This is an optimization exercise on Yosys and OpenROAD, whose aim is small area, a short achievable clock period and few clock cycles, not a production implementation. In this exercise RTL edits were held to simulation tests only and were not proved equivalent to the original. Power figures rest on the tool's default switching activity, not on a simulated workload.

==> flow/design.v (excerpt) <==
module chichi_engine (
    input  wire        clk,
    input  wire        rst,
    input  wire        bus_valid,
    input  wire        bus_we,
    input  wire [5:0]  bus_addr,
    input  wire [3:0]  bus_size,
    input  wire [63:0] bus_wdata,
    output wire [63:0] bus_rdata
);
export LEC_CHECK = 0
export CAP_MARGIN = 20
export CORE_MARGIN = 2
export CORE_UTILIZATION = 38
export PLACE_DENSITY = 0.64
export SETUP_SLACK_MARGIN = 3.25
export SLEW_MARGIN = 20
create_clock -name core_clock -period 6.0 [get_ports {clk}]
standard.sh (not shown) runs the stock make flow with config.mk's settings and CLKGATE_MAP_FILE= SYNTH_SCRIPT=/design/flow/synth_recipe.tcl, a recipe that flattens the netlist after the stock synthesis.
==> flow/flow/run.sh <==
#!/bin/bash
# Own layout flow: the standard ORFS flow (standard.sh, all steps from
# synthesis to finish) with a config that also marks slow wide OR/NOR cells
# don't-use (see flow/dont_use.txt), so that synthesis maps the bus decode
# with faster gates. Everything else, including the clock period, SDC, the
# synthesis script and the power grid, is the standard flow's.
set -euo pipefail
cd "$(dirname "$0")/.."
cp config.mk config_own.mk
printf 'export DONT_USE_CELLS = %s\n' "$(tr '\n' ' ' < flow/dont_use.txt)" >> config_own.mk
sed "s|DESIGN_CONFIG=[^ ]*|DESIGN_CONFIG=$PWD/config_own.mk|" standard.sh > standard_own.sh
bash standard_own.sh finish > flow_make.log 2>&1
test -s out/final.def
==> flow/flow/dont_use.txt <==
sky130_fd_sc_hd__or4_1
sky130_fd_sc_hd__or4_2
sky130_fd_sc_hd__or4_4
sky130_fd_sc_hd__or4b_1
sky130_fd_sc_hd__or4b_2
sky130_fd_sc_hd__or4b_4
sky130_fd_sc_hd__or4bb_1
sky130_fd_sc_hd__or4bb_2
sky130_fd_sc_hd__or4bb_4
sky130_fd_sc_hd__or3_1
sky130_fd_sc_hd__or3_2
sky130_fd_sc_hd__or3_4
sky130_fd_sc_hd__or3b_1
sky130_fd_sc_hd__or3b_2
sky130_fd_sc_hd__or3b_4
sky130_fd_sc_hd__nor4_1
sky130_fd_sc_hd__nor4_2
sky130_fd_sc_hd__nor4_4
sky130_fd_sc_hd__nor4b_1
sky130_fd_sc_hd__nor4b_2
sky130_fd_sc_hd__nor4b_4
sky130_fd_sc_hd__nor4bb_1
sky130_fd_sc_hd__nor4bb_2
sky130_fd_sc_hd__nor4bb_4
sky130_fd_sc_hd__clkdlybuf4s15_1
sky130_fd_sc_hd__clkdlybuf4s15_2
sky130_fd_sc_hd__clkdlybuf4s18_1
sky130_fd_sc_hd__clkdlybuf4s18_2
sky130_fd_sc_hd__clkdlybuf4s25_1
sky130_fd_sc_hd__clkdlybuf4s25_2
sky130_fd_sc_hd__clkdlybuf4s50_1
sky130_fd_sc_hd__clkdlybuf4s50_2
sky130_fd_sc_hd__dlygate4sd1_1
sky130_fd_sc_hd__dlygate4sd2_1
sky130_fd_sc_hd__dlygate4sd3_1
sky130_fd_sc_hd__dlymetal6s2s_1
sky130_fd_sc_hd__dlymetal6s4s_1
sky130_fd_sc_hd__dlymetal6s6s_1
Testbench counts at the start, summed over its fixed seeds: cycles 48,016.
Edit:
PLACE_DENSITY = 0.58   (was 0.64)
=>
- The new run passed the timing, design-rule and antenna checks
- via count shrinks by 1.8%
- setup slack improved by 0.088 ns
- total power shrinks by 1.3%
- cell area shrinks by 1.1%
- die area is unchanged
- first-iteration DRC count shrinks by 3.9%
- wire length shrinks by 1.6%
- maximum frequency grows by 3.1%
Edit:
CORE_UTILIZATION = 40   (was 38)
PLACE_DENSITY = 0.6   (was 0.58)
SETUP_SLACK_MARGIN = 3.2   (was 3.25)
The changed run ran to the end with no violations.
Fmax falls by 3.0%.
Sequential power hardly moves.
Routed wire length is lower by 0.51%.
Non-clock buffer count came out higher by 23.
Via count shrinks by 1.0%.
Power goes up by 0.46%.
Cell count is about the same.
Clock-buffer cell count is higher by 20.
Sequential share of layout area hardly moves.
Core utilization rises by 2.4 points.
Critical path depth decreases by 4.

-- re-timing with driven ports --
The flow's constraints put no driver on any port. The routed layouts listed below were extracted and timed again, unchanged, in two steps. Step 1, drivers: a clkbuf_16 drives clk and a buf_2 each remaining input, both assumed. Step 2 times the ports against the registers' clock, not the clock port: input delays grow and output delays shrink by t, the midpoint of the rising clock arrivals with the driver on. Three values: ideal ports, drivers, drivers and shift; two values: the first two.
run | t (ns) | setup WS [ns] | hold WS [ns] | latest minus earliest clock arrival (ns) | worst register clock-pin slew, ns
the first run | 0.750 | 3.067 / 3.067 / 2.476 | 0.455 / 0.455 / 0.455 | 0.039 / 0.039 | 0.07 / 0.07
the second run | 0.740 | 3.156 / 3.156 / 2.570 | 0.455 / 0.455 / 0.455 | 0.054 / 0.054 | 0.08 / 0.08
the third run | 0.739 | 3.068 / 3.068 / 2.544 | 0.457 / 0.457 / 0.457 | 0.064 / 0.064 | 0.07 / 0.07
After both steps every run listed still meets setup and hold. The setup slack of the first run, which loses most, moves by 0.000 ns with the drivers and by -0.591 ns with both steps.
